Background: an optimization exercise with open tools, aiming at small area, a short achievable clock period and few clock cycles. Do not read the settings as production practice.
The RTL was checked by simulation tests, not by an equivalence proof against the original design.
Power is estimated from default activity; no workload was simulated.

==> trial 55 <==
// eac3lc
module eac3lc (
    input  wire        clk,
    input  wire        rst,
    input  wire        host_req,
    input  wire        host_we,
    input  wire        host_buf,
    input  wire [7:0]  host_addr,
    input  wire [31:0] host_wdata,
    output reg  [31:0] host_rdata,
    output wire        busy
);
export LEC_CHECK = 0
export CAP_MARGIN = 20
export CORE_MARGIN = 2
export CORE_UTILIZATION = 40
export CTS_BUF_LIST = sky130_fd_sc_hd__clkbuf_8
export PLACE_DENSITY = 0.5
export SLEW_MARGIN = 20
create_clock -name core_clock -period 12.0 [get_ports {clk}]
standard.sh (not shown) runs the stock make flow with config.mk's settings and CLKGATE_MAP_FILE= SYNTH_SCRIPT=/design/flow/synth_recipe.tcl, a recipe that flattens the netlist after the stock synthesis.
==> flow/flow/run.sh <==
#!/bin/bash
# The standard layout, with the timing repair aiming 8 ns below the clock
# period and free to resize cells across footprints. Each step's full output
# stays in the ORFS logs under orfs/logs; make's own output goes to make.log.
set -euo pipefail
bash standard.sh SETUP_SLACK_MARGIN=8 MATCH_CELL_FOOTPRINT=0 finish > make.log 2>&1
==> trial 92 (differences from trial 55) <==
--- a/flow/design.v
+++ b/flow/design.v
@@ -55,12 +55,14 @@
     reg        busy_o;       
     reg [3:0]  st_outcome;
     reg [7:0]  st_last_op;
     reg        st_overrun, st_conflict;
     reg [63:0] rowq;         
     reg [31:0] regq;         
+    reg [31:0] hq4;          
+    reg [3:0]  hsel;         
     reg [3:0]  state;
     reg [1:0]  mode;         
     reg        is_run, is_fp;
     reg [1:0]  bop;          
     reg [6:0]  ptr;          
     reg [6:0]  lim;          
@@ -92,40 +94,27 @@
     wire [3:0]  h_reg    = host_addr[5:2];
     wire        cmd_wr   = h_reg_wr && h_reg == R_CMD;
     wire        accept   = cmd_wr && !st_busy;
     wire        h_buf_ok = !st_busy && host_addr[7:6] == 2'b00;
     wire [7:0]  cwl      = host_wdata[7:0];
     wire        cw_hi0   = host_wdata[31:8] == 24'd0;
-    wire [5:0]  pre_a = host_wdata[0] ? 6'd0 : arg_a[5:0];
-    wire [2:0]  ra  = st_busy ? ptr[5:3] : host_buf ? host_addr[5:3] : pre_a[5:3];
-    reg  [7:0]  rsel;
-    reg  [63:0] row;
-    integer rr;
-    always @* begin
-        for (rr = 0; rr < 8; rr = rr + 1) rsel[rr] = ra == rr[2:0];
-        row = 64'd0;
-        for (rr = 0; rr < 8; rr = rr + 1) row = row | (mem[64*rr +: 64] & {64{rsel[rr]}});
-    end
+    wire [2:0]  ra  = st_busy ? ptr[5:3] : host_addr[5:3];
+    wire [63:0] row = mem[64*ra +: 64];
     wire        a_hi6   = |arg_a[31:6];
     wire        a_hi9   = |arg_a[31:9];
     wire        b_hi7   = |arg_b[31:7];
     wire        b_zero  = arg_b == 32'd0;
     wire [6:0]  cc_end  = (b_hi7 || arg_b[6:0] > len_q) ? len_q : arg_b[6:0];
     wire [7:0]  ab_sum  = {2'b00, arg_a[5:0]} + {1'b0, arg_b[6:0]};
     wire [6:0]  sf_lim  = (b_zero || b_hi7 || ab_sum >= {1'b0, len_q}) ? len_q : ab_sum[6:0];
     wire        p_lt    = !abig && ptr < lim;                
     wire [6:0]  ptr_p1  = ptr + 7'd1;
     wire [6:0]  ptr_np  = {ptr[6:1] + 6'd1, 1'b0};           
     wire [6:0]  ptr_nr  = {ptr[6:3] + 4'd1, 3'b000};         
     wire        near    = {1'b0, sa} + 8'd5 > {1'b0, lim};    
-    reg  [15:0] pair;
-    integer pp;
-    always @* begin
-        pair = 16'd0;
-        for (pp = 0; pp < 4; pp = pp + 1) pair = pair | (rowq[16*pp +: 16] & {16{qa[2:1] == pp[1:0]}});
-    end
+    wire [15:0] pair    = rowq[16*qa[2:1] +: 16];
     wire [7:0]  pb0     = pair[7:0];
     wire [7:0]  pb1     = pair[15:8];
     wire [7:0]  qbyte   = qa[0] ? pb1 : pb0;
     reg  [7:0]  imask;
     integer j;
     wire        i_rlt = ptr[6:3] <  lim[6:3];
@@ -136,20 +125,12 @@
     end
     reg  [7:0]  i0mask;
     always @* begin
         for (j = 0; j < 8; j = j + 1)
             i0mask[j] = {4'd0, j[2:0]} < len_q;
     end
-    reg  [7:0]  amask;
-    wire        a_rlt = {1'b0, arg_a[5:3]} <  sf_lim[6:3];
-    wire        a_req = {1'b0, arg_a[5:3]} == sf_lim[6:3];
-    always @* begin
-        for (j = 0; j < 8; j = j + 1)
-            amask[j] = !a_hi6 && (j[2:0] >= arg_a[2:0]) &&
-                       (a_rlt || (a_req && j[2:0] < sf_lim[2:0]));
-    end
     reg  [7:0]  is0b, is77;
     reg  [7:0]  cand;
     always @* begin
         for (j = 0; j < 8; j = j + 1) begin
             is0b[j] = rowq[8*j +: 8] == 8'h0B;
             is77[j] = rowq[8*j +: 8] == 8'h77;
@@ -294,37 +275,43 @@
         end
     end
     wire [31:0] status_word = {14'd0, st_conflict, st_overrun, st_last_op, st_outcome,
                                2'b00, st_done, st_busy};
     reg  [31:0] reg_rdata;
     always @* begin
-        reg_rdata = ({32{h_reg == R_ID}}     & ID_VALUE)
-                  | ({32{h_reg == R_STATUS}} & status_word)
-                  | ({32{h_reg == R_LEN}}    & {25'd0, len_q})
-                  | ({32{h_reg == R_ARG_A}}  & arg_a)
-                  | ({32{h_reg == R_ARG_B}}  & arg_b)
-                  | ({32{h_reg == R_ARG_C}}  & arg_c)
-                  | ({32{h_reg == R_RESULT}} & result)
-                  | ({32{h_reg == R_FCOUNT}} & {25'd0, frame_count})
-                  | ({32{h_reg == R_TRIM}}   & {25'd0, trim})
-                  | ({32{h_reg == R_CURSOR}} & {25'd0, cursor})
-                  | ({32{h_reg == R_CAP}}    & 32'd64);
-    end
-    reg [7:0] hbyte;
-    always @* begin
-        hbyte = 8'h00;
-        for (i = 0; i < 8; i = i + 1)
-            hbyte = hbyte | (row[8*i +: 8] & {8{host_addr[2:0] == i[2:0]}});
+        case (h_reg)
+            R_ID:     reg_rdata = ID_VALUE;
+            R_STATUS: reg_rdata = status_word;
+            R_LEN:    reg_rdata = {25'd0, len_q};
+            R_ARG_A:  reg_rdata = arg_a;
+            R_ARG_B:  reg_rdata = arg_b;
+            R_ARG_C:  reg_rdata = arg_c;
+            R_RESULT: reg_rdata = result;
+            R_FCOUNT: reg_rdata = {25'd0, frame_count};
+            R_TRIM:   reg_rdata = {25'd0, trim};
+            R_CURSOR: reg_rdata = {25'd0, cursor};
+            R_CAP:    reg_rdata = 32'd64;
+            default:  reg_rdata = 32'd0;
+        endcase
     end
     always @(posedge clk) begin
         rowq <= row;
-        regq <= host_buf ? {24'd0, h_buf_ok ? hbyte : 8'h00} : reg_rdata;
-        qa   <= st_busy ? ptr : {1'b0, pre_a};
+        regq <= host_buf ? 32'd0 : reg_rdata;
+        hq4  <= host_addr[2] ? row[63:32] : row[31:0];
+        for (i = 0; i < 4; i = i + 1)
+            hsel[i] <= host_buf && h_buf_ok && host_addr[1:0] == i[1:0];
+        qa   <= st_busy ? ptr : {1'b0, host_addr[5:3], 3'b000};
         qin  <= p_lt;
     end
-    always @* host_rdata = regq;
+    reg [7:0] hbyte;
+    always @* begin
+        hbyte = 8'h00;
+        for (i = 0; i < 4; i = i + 1)
+            hbyte = hbyte | (hq4[8*i +: 8] & {8{hsel[i]}});
+        host_rdata = {regq[31:8], regq[7:0] | hbyte};
+    end
     always @(posedge clk) begin
         if (rst) begin
             len_q <= 7'd0;
             arg_a <= 32'd0;
             arg_b <= 32'd0;
             arg_c <= 32'd0;
@@ -396,22 +383,20 @@
             crc        <= (cwl[4] && cwl[1]) ? arg_c[15:0] :
                           (cwl[4] && !cwl[0]) ? {arg_b[7:0], 8'h00} :
                           (arg_c[15:0] ^ {arg_b[7:0], 8'h00});
             ptr        <= (cwl[5:4] == 2'b00) ? {1'b0, arg_a[8:3]} :
                           (cwl[5] && cwl[1:0] == 2'b11) ? 7'd8 :
                           (cwl[5] && cwl[1:0] != 2'b00) ? ({1'b0, arg_a[5:0]} + 7'd2) :
-                          cwl[5] ? {{1'b0, arg_a[5:3]} + 4'd1, 3'b000} :
-                          {arg_a[5:1] + 6'd1, 1'b0};
+                          {1'b0, arg_a[5:0]};
             sa         <= (cwl[5] && cwl[1:0] == 2'b11) ? 7'd0 : {1'b0, arg_a[5:0]};
             abig       <= (cwl[5:4] == 2'b00) ? a_hi9 : (cwl[5] && cwl[1:0] == 2'b11) ? 1'b0 : a_hi6;
             mode       <= (cwl[5] && cwl[1:0] == 2'b11) ? M_SEEK : M_FIND;
-            v          <= (cwl[5] && (cwl[1:0] == 2'b11 || cwl[1:0] == 2'b00)) ||
-                          (cwl[4] && cwl[1]);
-            vmask      <= cwl[0] ? i0mask : amask;
-            vl0        <= !a_hi6 && !arg_a[0] && {1'b0, arg_a[5:0]} < cc_end;
-            vl1        <= !a_hi6 && {1'b0, arg_a[5:1], 1'b1} < cc_end;
+            v          <= cwl[5] && cwl[1:0] == 2'b11;
+            vmask      <= i0mask;
+            vl0        <= 1'b0;
+            vl1        <= 1'b0;
             carry0b    <= 1'b0;
             is_run     <= cw_hi0 && cwl == 8'h23;
             is_fp      <= cwl[1];
             ckp        <= 2'd0;
             case (cwl)
                 8'h01, 8'h02, 8'h03: state <= S_BT0;
==> flow/flow/run.sh (replaced) <==
#!/bin/bash
# The standard layout, with the timing repair aiming 8.5 ns below the clock
# period and free to resize cells across footprints. Each step's full output
# stays in the ORFS logs under orfs/logs; make's own output goes to make.log.
set -euo pipefail
bash standard.sh SETUP_SLACK_MARGIN=8.5 MATCH_CELL_FOOTPRINT=0 finish > make.log 2>&1
- CORE_UTILIZATION: 40 -> 46
- CTS_BUF_LIST: sky130_fd_sc_hd__clkbuf_8 -> default
- CTS_CLUSTER_DIAMETER: default -> 60
- CTS_CLUSTER_SIZE: default -> 20
- PLACE_DENSITY: 0.5 -> 0.56
==> trial 21 (differences from trial 55) <==
--- a/flow/design.v
+++ b/flow/design.v
@@ -55,12 +55,13 @@
     reg        busy_o;       
     reg [3:0]  st_outcome;
     reg [7:0]  st_last_op;
     reg        st_overrun, st_conflict;
     reg [63:0] rowq;         
     reg [31:0] regq;         
+    reg [7:0]  hsel;         
     reg [3:0]  state;
     reg [1:0]  mode;         
     reg        is_run, is_fp;
     reg [1:0]  bop;          
     reg [6:0]  ptr;          
     reg [6:0]  lim;          
@@ -92,40 +93,27 @@
     wire [3:0]  h_reg    = host_addr[5:2];
     wire        cmd_wr   = h_reg_wr && h_reg == R_CMD;
     wire        accept   = cmd_wr && !st_busy;
     wire        h_buf_ok = !st_busy && host_addr[7:6] == 2'b00;
     wire [7:0]  cwl      = host_wdata[7:0];
     wire        cw_hi0   = host_wdata[31:8] == 24'd0;
-    wire [5:0]  pre_a = host_wdata[0] ? 6'd0 : arg_a[5:0];
-    wire [2:0]  ra  = st_busy ? ptr[5:3] : host_buf ? host_addr[5:3] : pre_a[5:3];
-    reg  [7:0]  rsel;
-    reg  [63:0] row;
-    integer rr;
-    always @* begin
-        for (rr = 0; rr < 8; rr = rr + 1) rsel[rr] = ra == rr[2:0];
-        row = 64'd0;
-        for (rr = 0; rr < 8; rr = rr + 1) row = row | (mem[64*rr +: 64] & {64{rsel[rr]}});
-    end
+    wire [2:0]  ra  = st_busy ? ptr[5:3] : host_addr[5:3];
+    wire [63:0] row = mem[64*ra +: 64];
     wire        a_hi6   = |arg_a[31:6];
     wire        a_hi9   = |arg_a[31:9];
     wire        b_hi7   = |arg_b[31:7];
     wire        b_zero  = arg_b == 32'd0;
     wire [6:0]  cc_end  = (b_hi7 || arg_b[6:0] > len_q) ? len_q : arg_b[6:0];
     wire [7:0]  ab_sum  = {2'b00, arg_a[5:0]} + {1'b0, arg_b[6:0]};
     wire [6:0]  sf_lim  = (b_zero || b_hi7 || ab_sum >= {1'b0, len_q}) ? len_q : ab_sum[6:0];
     wire        p_lt    = !abig && ptr < lim;                
     wire [6:0]  ptr_p1  = ptr + 7'd1;
     wire [6:0]  ptr_np  = {ptr[6:1] + 6'd1, 1'b0};           
     wire [6:0]  ptr_nr  = {ptr[6:3] + 4'd1, 3'b000};         
     wire        near    = {1'b0, sa} + 8'd5 > {1'b0, lim};    
-    reg  [15:0] pair;
-    integer pp;
-    always @* begin
-        pair = 16'd0;
-        for (pp = 0; pp < 4; pp = pp + 1) pair = pair | (rowq[16*pp +: 16] & {16{qa[2:1] == pp[1:0]}});
-    end
+    wire [15:0] pair    = rowq[16*qa[2:1] +: 16];
     wire [7:0]  pb0     = pair[7:0];
     wire [7:0]  pb1     = pair[15:8];
     wire [7:0]  qbyte   = qa[0] ? pb1 : pb0;
     reg  [7:0]  imask;
     integer j;
     wire        i_rlt = ptr[6:3] <  lim[6:3];
@@ -136,20 +124,12 @@
     end
     reg  [7:0]  i0mask;
     always @* begin
         for (j = 0; j < 8; j = j + 1)
             i0mask[j] = {4'd0, j[2:0]} < len_q;
     end
-    reg  [7:0]  amask;
-    wire        a_rlt = {1'b0, arg_a[5:3]} <  sf_lim[6:3];
-    wire        a_req = {1'b0, arg_a[5:3]} == sf_lim[6:3];
-    always @* begin
-        for (j = 0; j < 8; j = j + 1)
-            amask[j] = !a_hi6 && (j[2:0] >= arg_a[2:0]) &&
-                       (a_rlt || (a_req && j[2:0] < sf_lim[2:0]));
-    end
     reg  [7:0]  is0b, is77;
     reg  [7:0]  cand;
     always @* begin
         for (j = 0; j < 8; j = j + 1) begin
             is0b[j] = rowq[8*j +: 8] == 8'h0B;
             is77[j] = rowq[8*j +: 8] == 8'h77;
@@ -294,37 +274,42 @@
         end
     end
     wire [31:0] status_word = {14'd0, st_conflict, st_overrun, st_last_op, st_outcome,
                                2'b00, st_done, st_busy};
     reg  [31:0] reg_rdata;
     always @* begin
-        reg_rdata = ({32{h_reg == R_ID}}     & ID_VALUE)
-                  | ({32{h_reg == R_STATUS}} & status_word)
-                  | ({32{h_reg == R_LEN}}    & {25'd0, len_q})
-                  | ({32{h_reg == R_ARG_A}}  & arg_a)
-                  | ({32{h_reg == R_ARG_B}}  & arg_b)
-                  | ({32{h_reg == R_ARG_C}}  & arg_c)
-                  | ({32{h_reg == R_RESULT}} & result)
-                  | ({32{h_reg == R_FCOUNT}} & {25'd0, frame_count})
-                  | ({32{h_reg == R_TRIM}}   & {25'd0, trim})
-                  | ({32{h_reg == R_CURSOR}} & {25'd0, cursor})
-                  | ({32{h_reg == R_CAP}}    & 32'd64);
+        case (h_reg)
+            R_ID:     reg_rdata = ID_VALUE;
+            R_STATUS: reg_rdata = status_word;
+            R_LEN:    reg_rdata = {25'd0, len_q};
+            R_ARG_A:  reg_rdata = arg_a;
+            R_ARG_B:  reg_rdata = arg_b;
+            R_ARG_C:  reg_rdata = arg_c;
+            R_RESULT: reg_rdata = result;
+            R_FCOUNT: reg_rdata = {25'd0, frame_count};
+            R_TRIM:   reg_rdata = {25'd0, trim};
+            R_CURSOR: reg_rdata = {25'd0, cursor};
+            R_CAP:    reg_rdata = 32'd64;
+            default:  reg_rdata = 32'd0;
+        endcase
+    end
+    always @(posedge clk) begin
+        rowq <= row;
+        regq <= host_buf ? 32'd0 : reg_rdata;
+        for (i = 0; i < 8; i = i + 1)
+            hsel[i] <= host_buf && h_buf_ok && host_addr[2:0] == i[2:0];
+        qa   <= st_busy ? ptr : {1'b0, host_addr[5:3], 3'b000};
+        qin  <= p_lt;
     end
     reg [7:0] hbyte;
     always @* begin
         hbyte = 8'h00;
         for (i = 0; i < 8; i = i + 1)
-            hbyte = hbyte | (row[8*i +: 8] & {8{host_addr[2:0] == i[2:0]}});
-    end
-    always @(posedge clk) begin
-        rowq <= row;
-        regq <= host_buf ? {24'd0, h_buf_ok ? hbyte : 8'h00} : reg_rdata;
-        qa   <= st_busy ? ptr : {1'b0, pre_a};
-        qin  <= p_lt;
+            hbyte = hbyte | (rowq[8*i +: 8] & {8{hsel[i]}});
+        host_rdata = {regq[31:8], regq[7:0] | hbyte};
     end
-    always @* host_rdata = regq;
     always @(posedge clk) begin
         if (rst) begin
             len_q <= 7'd0;
             arg_a <= 32'd0;
             arg_b <= 32'd0;
             arg_c <= 32'd0;
@@ -396,22 +381,20 @@
             crc        <= (cwl[4] && cwl[1]) ? arg_c[15:0] :
                           (cwl[4] && !cwl[0]) ? {arg_b[7:0], 8'h00} :
                           (arg_c[15:0] ^ {arg_b[7:0], 8'h00});
             ptr        <= (cwl[5:4] == 2'b00) ? {1'b0, arg_a[8:3]} :
                           (cwl[5] && cwl[1:0] == 2'b11) ? 7'd8 :
                           (cwl[5] && cwl[1:0] != 2'b00) ? ({1'b0, arg_a[5:0]} + 7'd2) :
-                          cwl[5] ? {{1'b0, arg_a[5:3]} + 4'd1, 3'b000} :
-                          {arg_a[5:1] + 6'd1, 1'b0};
+                          {1'b0, arg_a[5:0]};
             sa         <= (cwl[5] && cwl[1:0] == 2'b11) ? 7'd0 : {1'b0, arg_a[5:0]};
             abig       <= (cwl[5:4] == 2'b00) ? a_hi9 : (cwl[5] && cwl[1:0] == 2'b11) ? 1'b0 : a_hi6;
             mode       <= (cwl[5] && cwl[1:0] == 2'b11) ? M_SEEK : M_FIND;
-            v          <= (cwl[5] && (cwl[1:0] == 2'b11 || cwl[1:0] == 2'b00)) ||
-                          (cwl[4] && cwl[1]);
-            vmask      <= cwl[0] ? i0mask : amask;
-            vl0        <= !a_hi6 && !arg_a[0] && {1'b0, arg_a[5:0]} < cc_end;
-            vl1        <= !a_hi6 && {1'b0, arg_a[5:1], 1'b1} < cc_end;
+            v          <= cwl[5] && cwl[1:0] == 2'b11;
+            vmask      <= i0mask;
+            vl0        <= 1'b0;
+            vl1        <= 1'b0;
             carry0b    <= 1'b0;
             is_run     <= cw_hi0 && cwl == 8'h23;
             is_fp      <= cwl[1];
             ckp        <= 2'd0;
             case (cwl)
                 8'h01, 8'h02, 8'h03: state <= S_BT0;
==> flow/flow/run.sh (replaced) <==
#!/bin/bash
# The standard layout, with the timing repair aiming 8 ns below the clock
# period, free to resize cells across footprints, and buf_4 port buffers.
# Each step's full output stays in the ORFS logs under orfs/logs; make's own
# output goes to make.log.
set -euo pipefail
bash standard.sh SETUP_SLACK_MARGIN=8 MATCH_CELL_FOOTPRINT=0 \
  "BUFFER_PORTS_ARGS=-buffer_cell sky130_fd_sc_hd__buf_4" finish > make.log 2>&1
- CTS_BUF_LIST: sky130_fd_sc_hd__clkbuf_8 -> default
==> summary of the runs <==
- The lowest global-route usage belongs to trial 21, the highest to trial 92.
- Against trial 55, the cell area of trial 92 is higher by 6.6%.
- In trial 21 the wire length is smaller than in trial 92, by about 6%.
- Clock-buffer cell count, lowest first: trial 92, trial 21, trial 55.
- Register-to-register slack, lowest first: trial 55, trial 21, trial 92.
- Sequential power: trial 92 > trial 21 > trial 55.
==> figures <==
	trial 55	trial 21	trial 92
Cell row count	121	123	115
Power density cells	129 nW/µm²	136 nW/µm²	126 nW/µm²
Run status	complete, no violations	complete, no violations	complete, no violations
Required @ worst endpoint	12.80 ns	9.60 ns	9.60 ns
GR met1 Demand/Resource	0.411	0.396	0.447
Share of the synthesized area in the top cell type	0.434	0.420	0.415
Number of instances resized during post-cts repair	482	243	808
Worst flop-to-flop path startpoint	state[0]	qa[1]	qa[1]
Initial Utilization	0.402	0.403	0.464
Die span in x	334 µm	340 µm	319 µm
Simple-gate share of the synthesized area	0.138	0.204	0.176
Final design area excluding fillers	57,200 µm²	54,500 µm²	61,000 µm²
Xor/xnor cell area share of the yosys netlist	0.0314	0.0282	0.0293
Leakage power total	20.5 nW	19.6 nW	22.4 nW
Testbench counts of trial 55, summed over its fixed seeds: cycles 25,847.
Testbench counts of trial 92, summed over its fixed seeds: cycles 26,169.
Testbench counts of trial 21, summed over its fixed seeds: cycles 26,169.

## static timing again, ports no longer ideal
The results above use ideal ports. As a check the final layouts listed here were re-extracted and re-timed, cells and wires unchanged.
Step 1: set_driving_cell puts a clkbuf_16 on clk and a buf_2 on each other input, an assumption about the parent block.
Step 2 adds t to the input delays and takes it off the output delays; t is the mean of the earliest and latest rising clock arrival at the registers after step 1. Input paths then give back, and output paths get back, about the clock's delay inside the block.
Slacks: ideal / step 1 / step 2; pairs: ideal / step 1.
| run | shift t [ns] | setup slack, ns | hold slack, ns | slew at the worst register clock pin (ns) | worst slew at a driven data input, ns |
|---|---|---|---|---|---|
| trial 55 | 0.939 | 7.563 / 7.563 / 6.819 | 0.454 / 0.454 / 0.454 | 0.07 / 0.07 | 0.05 |
| trial 92 | 0.760 | 7.633 / 7.554 / 7.450 | 0.458 / 0.458 / 0.458 | 0.09 / 0.09 | 0.14 |
| trial 21 | 0.773 | 7.410 / 7.332 / 7.185 | 0.459 / 0.459 / 0.459 | 0.07 / 0.07 | 0.10 |
After both steps setup and hold are still met in every run listed. The setup slack of trial 55, which loses most, moves by 0.000 ns with the drivers and by -0.744 ns with both steps.
